What follows belongs to an exercise in optimizing a design on an open flow for small area; a production flow would make more cautious choices.
The RTL was checked by simulation tests, not by an equivalence proof against the original design.

==> inputs of run Z <==
// ycc_to_rgb
module ycc_to_rgb (
    input  wire        clk,
    input  wire        rst,           
    input  wire        in_valid,
    input  wire        in_mode,       
    input  wire [2:0]  in_cll,        
    input  wire [15:0] in_e0,         
    input  wire [15:0] in_e1,         
    input  wire [15:0] in_e2,         
    output reg         out_valid,
    output wire [31:0] out_pixel      
);
export LEC_CHECK = 0
export CAP_MARGIN = 20
export CORE_MARGIN = 2
export CORE_UTILIZATION = 65
export PLACE_DENSITY = 0.75
export SLEW_MARGIN = 20
export SYNTH_HIERARCHICAL = 1
export SYNTH_MINIMUM_KEEP_SIZE = 0
create_clock -name core_clock -period 10.0 [get_ports {clk}]
standard.sh (not shown) runs the stock make flow with config.mk's settings and CLKGATE_MAP_FILE= SYNTH_SCRIPT=/design/flow/synth_recipe.tcl, a recipe that flattens the netlist after the stock synthesis.
==> flow/flow/run.sh <==
#!/bin/bash
# The standard layout with two changes:
#  - the synthesis is the standard flow's (synth_recipe.tcl), except that its final ABC
#    mapping uses flow/abc_map.script (area-oriented mapping) instead of ORFS's
#    speed script;
#  - the port buffers are sky130_fd_sc_hd__buf_2 cells.
set -euo pipefail
here=$(pwd)
{
  echo "# synth_recipe.tcl, with the final ABC mapping done by $here/flow/abc_map.script"
  echo "proc abc {args} {"
  echo "  set i [lsearch -exact \$args -script]"
  echo "  if {\$i >= 0} { lset args [expr {\$i + 1}] $here/flow/abc_map.script }"
  echo "  yosys abc {*}\$args"
  echo "}"
  cat "$here/synth_recipe.tcl"
} > "$here/synth_area.tcl"
bash standard.sh SYNTH_SCRIPT="$here/synth_area.tcl" \
  BUFFER_PORTS_ARGS="-buffer_cell sky130_fd_sc_hd__buf_2" finish > standard_flow.log 2>&1
==> flow/flow/abc_map.script <==
strash
dch
amap
topo
stime -c
==> inputs of run C, as changes to run Z <==
--- a/flow/design.v
+++ b/flow/design.v
@@ -299,33 +299,32 @@
   fa u_rs235 (r_a4, r_b4, r_sk0, rs235, rc236);
   wire rs237, rc238;
   fa u_rs237 (r_a5, r_b5, rc236, rs237, rc238);
   wire rs239, rc240;
   fa u_rs239 (r_a6, r_b6, rc238, rs239, rc240);
   wire rs241, rc242;
   fa u_rs241 (r_a7, r_b7, rc240, rs241, rc242);
-  wire r_sk4 = ((r_a7 & r_b7) | ((r_a7 | r_b7) & ((r_a6 & r_b6) | ((r_a6 | r_b6) & ((r_a5 & r_b5) | ((r_a5 | r_b5) & (r_a4 & r_b4))))))) | ((r_a4 | r_b4) & (r_a5 | r_b5) & (r_a6 | r_b6) & (r_a7 | r_b7) & r_sk0);
   wire [7:0] r_m = {rs241, rs239, rs237, rs235, rs233, rs231, rs229, rs227};
   wire rs243, rc244;
   ha u_rs243 (rc204, rs205, rs243, rc244);
   wire rs245, rc246;
   fa u_rs245 (rc206, rs207, rc244, rs245, rc246);
   wire rs247, rc248;
   fa u_rs247 (rc208, rs209, rc246, rs247, rc248);
   wire rs249, rc250;
   fa u_rs249 (rc210, cr_n[15], rc248, rs249, rc250);
   wire ri251 = ~rc250;
   wire [4:0] r_t = {ri251, rs249, rs247, rs245, rs243};
-  wire r_in0 = r_sk4 ? (&r_t) : ~(|r_t);
+  wire r_in0 = rc242 ? (&r_t) : ~(|r_t);
   wire [2:0] r_k = {r1c226, cg[7], co[7]};
   wire r_q0 = (r_k == 3'b000) | (r_k == 3'b101) | (r_k == 3'b011);
   wire r_q1 = (r_k == 3'b100) | (r_k == 3'b010) | (r_k == 3'b111);
   wire r_qn = (r_k == 3'b001);
-  wire r_in1 = r_sk4 ? r_q0 : r_q1;
-  wire r_ng1 = r_sk4 ? r_qn : (r_qn | r_q0);
+  wire r_in1 = rc242 ? r_q0 : r_q1;
+  wire r_ng1 = rc242 ? r_qn : (r_qn | r_q0);
   wire r_in = in_mode ? r_in1 : r_in0;
   wire r_hi = in_mode ? ~r_ng1 : ~r_t[4];
   wire [7:0] r_o = r_in ? r_m : {8{r_hi}};
   wire gi252 = ~cb[14];
   wire gs253, gc254;
   fa u_gs253 (y[0], cb_n[15], cb[5], gs253, gc254);
   wire gs255, gc256;
@@ -656,29 +655,28 @@
   fa u_gs541 (g_a4, g_b4, g_sk0, gs541, gc542);
   wire gs543, gc544;
   fa u_gs543 (g_a5, g_b5, gc542, gs543, gc544);
   wire gs545, gc546;
   fa u_gs545 (g_a6, g_b6, gc544, gs545, gc546);
   wire gs547, gc548;
   fa u_gs547 (g_a7, g_b7, gc546, gs547, gc548);
-  wire g_sk4 = ((g_a7 & g_b7) | ((g_a7 | g_b7) & ((g_a6 & g_b6) | ((g_a6 | g_b6) & ((g_a5 & g_b5) | ((g_a5 | g_b5) & (g_a4 & g_b4))))))) | ((g_a4 | g_b4) & (g_a5 | g_b5) & (g_a6 | g_b6) & (g_a7 | g_b7) & g_sk0);
   wire [7:0] g_m = {gs547, gs545, gs543, gs541, gs539, gs537, gs535, gs533};
   wire gs549, gc550;
   ha u_gs549 (gc526, gs527, gs549, gc550);
   wire gs551, gc552;
   fa u_gs551 (gc528, gs529, gc550, gs551, gc552);
   wire gs553, gc554;
   fa u_gs553 (gc530, gs531, gc552, gs553, gc554);
   wire gs555, gc556;
   fa u_gs555 (gc532, gc471, gc554, gs555, gc556);
   wire gi557 = ~gc556;
   wire [4:0] g_t = {gi557, gs555, gs553, gs551, gs549};
-  wire g_in0 = g_sk4 ? (&g_t) : ~(|g_t);
-  wire g_in1 = g_sk4 == cg[7];
-  wire g_ng1 = ~g_sk4 & cg[7];
+  wire g_in0 = gc548 ? (&g_t) : ~(|g_t);
+  wire g_in1 = gc548 == cg[7];
+  wire g_ng1 = ~gc548 & cg[7];
   wire g_in = in_mode ? g_in1 : g_in0;
   wire g_hi = in_mode ? ~g_ng1 : ~g_t[4];
   wire [7:0] g_o = g_in ? g_m : {8{g_hi}};
   wire bs558, bc559;
   ha u_bs558 (y[1], cb_n[14], bs558, bc559);
   wire bs560, bc561;
   fa u_bs560 (y[2], cb[15], cb[13], bs560, bc561);
@@ -888,33 +886,32 @@
   fa u_bs726 (b_a4, b_b4, b_sk0, bs726, bc727);
   wire bs728, bc729;
   fa u_bs728 (b_a5, b_b5, bc727, bs728, bc729);
   wire bs730, bc731;
   fa u_bs730 (b_a6, b_b6, bc729, bs730, bc731);
   wire bs732, bc733;
   fa u_bs732 (b_a7, b_b7, bc731, bs732, bc733);
-  wire b_sk4 = ((b_a7 & b_b7) | ((b_a7 | b_b7) & ((b_a6 & b_b6) | ((b_a6 | b_b6) & ((b_a5 & b_b5) | ((b_a5 | b_b5) & (b_a4 & b_b4))))))) | ((b_a4 | b_b4) & (b_a5 | b_b5) & (b_a6 | b_b6) & (b_a7 | b_b7) & b_sk0);
   wire [7:0] b_m = {bs732, bs730, bs728, bs726, bs724, bs722, bs720, bs718};
   wire bs734, bc735;
   ha u_bs734 (bc695, bs696, bs734, bc735);
   wire bs736, bc737;
   fa u_bs736 (bc697, bs698, bc735, bs736, bc737);
   wire bs738, bc739;
   fa u_bs738 (bc699, bs700, bc737, bs738, bc739);
   wire bs740, bc741;
   fa u_bs740 (bc701, cb_n[15], bc739, bs740, bc741);
   wire bi742 = ~bc741;
   wire [4:0] b_t = {bi742, bs740, bs738, bs736, bs734};
-  wire b_in0 = b_sk4 ? (&b_t) : ~(|b_t);
+  wire b_in0 = bc733 ? (&b_t) : ~(|b_t);
   wire [2:0] b_k = {b1c717, cg[7], co[7]};
   wire b_q0 = (b_k == 3'b000);
   wire b_q1 = (b_k == 3'b100) | (b_k == 3'b010) | (b_k == 3'b001);
   wire b_q2 = (b_k == 3'b110) | (b_k == 3'b101) | (b_k == 3'b011);
-  wire b_in1 = b_sk4 ? b_q1 : b_q2;
-  wire b_ng1 = b_sk4 ? b_q0 : (b_q0 | b_q1);
+  wire b_in1 = bc733 ? b_q1 : b_q2;
+  wire b_ng1 = bc733 ? b_q0 : (b_q0 | b_q1);
   wire b_in = in_mode ? b_in1 : b_in0;
   wire b_hi = in_mode ? ~b_ng1 : ~b_t[4];
   wire [7:0] b_o = b_in ? b_m : {8{b_hi}};
   reg [23:0] pix;
   always @(posedge clk) begin
     if (rst) out_valid <= 1'b0;
     else     out_valid <= in_valid;
Settings changed: CTS_BUF_LIST set to sky130_fd_sc_hd__clkbuf_8.
==> impl_metrics.toml <==
[placed_design]
hpwlAfterDp_um = 23800
gp_congestion = 1.02
dp.cells = 1122

[timing]
hold_ws_ps = 1880

[finish]
buffers = 82
syn2layout_area_growth_pct = 7.35
drive_gt1_frac = 0.0917
bufAreaShareNonClock = 0.0393

[power_and_ir_drop]
peakVddDrop_uv = 108

[grt]
grt_pass1_vias = 8123

[critical_path]
crit_slowest_cell = "fa_1"

[run_status]
status = "complete, no violations"

[drt]
via_per_inst = 6.60
vias = 7435
wl_met1_um = 11200

[logic_synthesis]
avgSynthCellArea_sq_um = 11.7
ys_seq_area_frac = 0.0505
# the run above: run Z

==> impl_metrics.toml <==
[placed_design]
gp_congestion = 1.08
dp.cells = 1087
hpwlAfterDp_um = 25200

[drt]
wl_met1_um = 10800

[power_and_ir_drop]
peakVddDrop_uv = 102

[timing]
hold_ws_ps = 1860

[grt]
grt_pass1_vias = 8363

[finish]
drive_gt1_frac = 0.101
buffers = 87

[run_status]
status = "complete, no violations"

[critical_path]
crit_slowest_cell = "o32ai_1"
# the run above: run C

[port drivers added, routing unchanged]
How much do the figures lean on ideal ports? The routed layouts below were timed once more, with nothing changed but the port constraints.
Step 1 (the two cells are an assumption about what drives the block):
set clk [get_ports {clk}]
set_driving_cell -lib_cell sky130_fd_sc_hd__clkbuf_16 $clk
set_driving_cell -lib_cell sky130_fd_sc_hd__buf_2 [delete_from_list [all_inputs] $clk]
Step 2 moves the port delays by t, midway between the first and last clock arrival at a register: inputs arrive t later, outputs are due t later. That takes back most of the time a late clock gives input paths.
a / b / c = no drivers / after step 1 / after step 2; a / b = the first two.
| run | shift t [ns] | slack for setup (ns) | pins driven straight from the clock port |
|---|---|---|---|
| run Z | 0.305 | 1.779 / 1.787 / 1.481 | 1 |
| run C | 0.304 | 0.475 / 0.479 / 0.175 | 1 |
After both steps every run listed still meets setup and hold. For run C, which loses most, drivers alone change the setup slack by +0.004 ns; drivers and shift together by -0.300 ns.
